This design comes from an exercise in tuning for small area, a short achievable clock period and few clock cycles on the open sky130 flow, not from production work.
The RTL was checked by simulation tests, not by an equivalence proof against the original design.
Power is estimated from default activity; no workload was simulated.

==> flow/design.v (excerpt) <==
module flash_prog (
    input             clk,
    input             rst,
    input      [7:0]  rx_data,
    input             rx_valid,
    output            rx_ready,
    output reg [7:0]  tx_data,
    output reg        tx_valid,
    input             tx_ready,
    output            bus_req,
    output            bus_we,
    output     [20:0] bus_addr,
    output     [31:0] bus_wdata,
    input             bus_ack,
    input      [31:0] bus_rdata,
    output            handed_off
);
For scale: roughly 1,300 cells after synthesis, roughly 0.012 mm^2 of cells after synthesis.
Settings: LEC_CHECK=0, CAP_MARGIN=20, CORE_MARGIN=2, CORE_UTILIZATION=40, SETUP_SLACK_MARGIN=5.0, SLEW_MARGIN=20; clock period 8.0 ns.
run.sh (not shown) runs the stock make flow with config.mk's settings and CLKGATE_MAP_FILE= SYNTH_SCRIPT=/design/flow/synth_recipe.tcl, a recipe that flattens the netlist after the stock synthesis.
The baseline finished with timing, DRC and antenna clean.
Testbench counts at the start, summed over its fixed seeds: cycles 58,368.
Rerun with:
Settings changed: SETUP_SLACK_MARGIN 5.0 to 4.5.
Effect:
- register-to-register slack hardly moves
- clock power goes up by about 0.8%
- clock skew goes up by 0.015 ns
- final cell count goes down by 3.3%
- worst setup slack is worse by 0.0096 ns
- global-route usage goes down by 2.2 points
- wire length goes down by 7.0%
- power goes down by 2.6%
- non-clock buffer count goes down by 62


## P
Another version of the RTL of flash_prog (not shown whole).
Size in the first run: about 1,300 cells after synthesis, ~210 flip-flops, ~110 I/O pins, ~0.012 mm² of cells after synthesis.
// flash_prog
module flash_prog (
    input             clk,
    input             rst,
    input      [7:0]  rx_data,
    input             rx_valid,
    output            rx_ready,
    output reg [7:0]  tx_data,
    output reg        tx_valid,
    input             tx_ready,
    output            bus_req,
    output            bus_we,
    output     [20:0] bus_addr,
    output     [31:0] bus_wdata,
    input             bus_ack,
    input      [31:0] bus_rdata,
    output            handed_off
);
export LEC_CHECK = 0
export CAP_MARGIN = 20
export CORE_MARGIN = 2
export CORE_UTILIZATION = 40
export CTS_BUF_LIST = sky130_fd_sc_hd__clkbuf_4 sky130_fd_sc_hd__clkbuf_8
export SETUP_SLACK_MARGIN = 4.5
export SLEW_MARGIN = 20
create_clock -name core_clock -period 8.0 [get_ports {clk}]
standard.sh (not shown) runs the stock make flow with config.mk's settings and CLKGATE_MAP_FILE= SYNTH_SCRIPT=/design/flow/synth_recipe.tcl, a recipe that flattens the netlist after the stock synthesis.
==> flow/flow/run.sh <==
#!/bin/bash
# The standard layout (standard.sh: the standard flow's own ORFS make flow, unchanged synthesis), with the
# ports buffered by plain buffers instead of the delay buffers buffer_ports picks by default.
set -euo pipefail
bash standard.sh "BUFFER_PORTS_ARGS=-buffer_cell sky130_fd_sc_hd__buf_2" finish > standard.log 2>&1
The flow did not stop early for P: all stages ran, and the layout cleared the timing, DRC and antenna checks.
Testbench counts of P, summed over its fixed seeds: cycles 58,416.
The inputs of Q differ from those of P as listed below.
Settings: CTS_BUF_LIST removed (was sky130_fd_sc_hd__clkbuf_4 sky130_fd_sc_hd__clkbuf_8).
[summary]
Q: all stages complete, timing, DRC and antenna checks passed
Worst hold slack (higher): Q
Going from P to Q, power share of the sequential group neither gained nor lost much; die height did not really move; share of final layout cell area taken by clock buffers and inverters decreased by 0.15 points relative to the old numbers.
The post-route cell area of Q and that of P are within noise of each other.
TritonCTS buffer count is higher on P
Against P, Q reports a biggest fanout along the worst timing path that is lower.


== run 1 ==
Another version of the RTL of flash_prog (not shown whole).
Size: about 1200 cells after synthesis, ~110 I/O pins, about 12000 sq um of cells after synthesis.
==> flow/config.mk <==
export PLATFORM = sky130hd
export DESIGN_NAME = flash_prog
export DESIGN_NICKNAME = flash_prog
export VERILOG_FILES = /design/flow/design.v
export SDC_FILE = /design/flow/constraint.sdc
export NUM_CORES = 4
export LEC_CHECK = 0
export CAP_MARGIN = 20
export CORE_MARGIN = 2
export CORE_UTILIZATION = 40
export SETUP_SLACK_MARGIN = 4.4
export SLEW_MARGIN = 20
==> flow/constraint.sdc <==
create_clock -name core_clock -period 8.0 [get_ports {clk}]
set_input_delay 1.6000 -clock core_clock [delete_from_list [all_inputs] [get_ports {clk}]]
set_output_delay 1.6000 -clock core_clock [all_outputs]
set_load 0.01 [all_outputs]
==> flow/flow/run.sh <==
#!/bin/bash
# The standard layout (standard.sh: the standard flow's own ORFS make flow, unchanged synthesis), with the
# ports buffered by plain buffers instead of the delay buffers buffer_ports picks by default.
set -euo pipefail
bash standard.sh "BUFFER_PORTS_ARGS=-buffer_cell sky130_fd_sc_hd__buf_1" finish > standard.log 2>&1
The flow did not stop early for run 1: all stages ran, and the layout cleared the timing, DRC and antenna checks.
Testbench counts of run 1, summed over its fixed seeds: cycles 58,432.
For run 2, these inputs were changed with respect to run 1:
# run 1
export LEC_CHECK = 0
export CAP_MARGIN = 20
export CORE_MARGIN = 2
export CORE_UTILIZATION = 40
export SETUP_SLACK_MARGIN = 4.4
export SLEW_MARGIN = 20
create_clock -name core_clock -period 8.0 [get_ports {clk}]
# run 2
export LEC_CHECK = 0
export CAP_MARGIN = 20
export CORE_MARGIN = 2
export CORE_UTILIZATION = 40
export SETUP_SLACK_MARGIN = 5.0
export SLEW_MARGIN = 20
create_clock -name core_clock -period 8.0 [get_ports {clk}]
==> flow/flow/run.sh <==
#!/bin/bash
# The standard layout (standard.sh: the standard flow's own ORFS make flow, unchanged synthesis), with the
# ports buffered by plain buffers instead of the delay buffers buffer_ports picks by default.
set -euo pipefail
bash standard.sh "BUFFER_PORTS_ARGS=-buffer_cell sky130_fd_sc_hd__buf_2" finish > standard.log 2>&1
## What came out
The flow did not stop early for run 2: all stages ran, and the layout cleared the timing, DRC and antenna checks. Post-placement cell area, run 2 vs run 1: up slightly. [compare] base=run 1 new=run 2: final RePlAce weighted congestion now larger, final layout net count now sits higher. Run 2 reports its slowest stage cell on the critical path as dfxtp_4 while run 1 reports or4_1. Critical setup path kind: register to output pin -> run 2, primary input to register -> run 1. met1 capacity usage during global routing for run 2: 0.83 points up relative to run 1.
What run 3 does differently from run 2 at the input level:
# run 2
export LEC_CHECK = 0
export CAP_MARGIN = 20
export CORE_MARGIN = 2
export CORE_UTILIZATION = 40
export SETUP_SLACK_MARGIN = 5.0
export SLEW_MARGIN = 20
create_clock -name core_clock -period 8.0 [get_ports {clk}]
# run 3
export LEC_CHECK = 0
export CAP_MARGIN = 20
export CORE_MARGIN = 2
export CORE_UTILIZATION = 40
export SETUP_SLACK_MARGIN = 4.6
export SLEW_MARGIN = 20
create_clock -name core_clock -period 8.0 [get_ports {clk}]
- Setup slack | run 3 below run 2
- Summary: with run 2 as the reference, total power draw in run 3 moved down by a few percent.
- Diff run 2 -> run 3: minimum clock period after layout now sits higher; design area now sits lower; critical path depth now sits higher.
- [compare] base=run 2 new=run 3: clock power -3.1%; transition time at the pin with the least slew margin +0.025 ns.
- Sort run 2 and run 3 by routed wire length asc -> top: run 3
- A kind of critical path of register to output pin is what run 2 shows, while primary input to register belongs to run 3.
- Against run 2, run 3 comes in about 0.8% lower on placed wire-length estimate after detailed placement.
- Critical path capture point = q_req$_SDFF_PP0_: run 3; critical path capture point = rx_ready: run 2
- In the reports for run 2 and run 3, the smaller via count belongs to run 3.
- Cmp run 2 and run 3 / proportion of power drawn by the clock network / higher: run 3
## Diff of input files: run 4 against run 3
# run 3
export LEC_CHECK = 0
export CAP_MARGIN = 20
export CORE_MARGIN = 2
export CORE_UTILIZATION = 40
export SETUP_SLACK_MARGIN = 4.6
export SLEW_MARGIN = 20
create_clock -name core_clock -period 8.0 [get_ports {clk}]
# run 4
export LEC_CHECK = 0
export CAP_MARGIN = 20
export CORE_MARGIN = 2
export CORE_UTILIZATION = 40
export SETUP_SLACK_MARGIN = 4.5
export SLEW_MARGIN = 20
create_clock -name core_clock -period 8.0 [get_ports {clk}]
### Flow results
Between run 3 and run 4, the difference in fraction of area in multi-input gates is negligible.
[diff] maximum ir drop on the vdd rail, run 4 relative to run 3: regression
Against run 3, wire length in run 4 rose slightly.
Changes observed in run 4 relative to run 3: critical path depth -1, core utilization -0.30 points, maximum clock frequency -3.2 MHz.
For number of endpoints with negative hold slack in the final report, run 4 and run 3 come out practically identical.
Run 4 closes out successfully: all stages finished, all timing, DRC and antenna checks passed.
Run 3 -> run 4: non-clock buffer count decreased slightly
Min worst setup slack across run 3 and run 4: run 4

## re-timing with driven ports
In the flow no input, the clock included, has a driving cell. The finished layouts below were timed again as built, in two steps. Step 1 assumes that a clkbuf_16 drives the clock port and a buf_2 every other input. Step 2 moves the port delays by t, midway between the first and last clock arrival at a register: inputs arrive t later, outputs are due t later. That takes back most of the time a late clock gives input paths. Slacks: no drivers / after step 1 / after step 2; pairs: no drivers / after step 1.
run | shift t [ns] | setup WS [ns] | worst data-port slew with drivers (ns)
the first run of note 1 | 0.501 | 4.404 / 4.404 / 4.024 | 0.07
the second run of note 1 | 0.498 | 4.394 / 4.394 / 3.928 | 0.04
P | 0.585 | 4.538 / 4.494 / 4.158 | 0.04
Q | 0.571 | 4.553 / 4.505 / 4.124 | 0.04
run 1 | 0.491 | 4.435 / 4.384 / 3.979 | 0.05
run 2 | 0.506 | 4.694 / 4.642 / 4.423 | 0.06
run 3 | 0.492 | 4.594 / 4.549 / 4.135 | 0.05
run 4 | 0.499 | 4.556 / 4.511 / 4.083 | 0.03
After both steps every run listed still meets setup and hold. The setup slack of run 4, which loses most, moves by -0.045 ns with the drivers and by -0.473 ns with both steps.
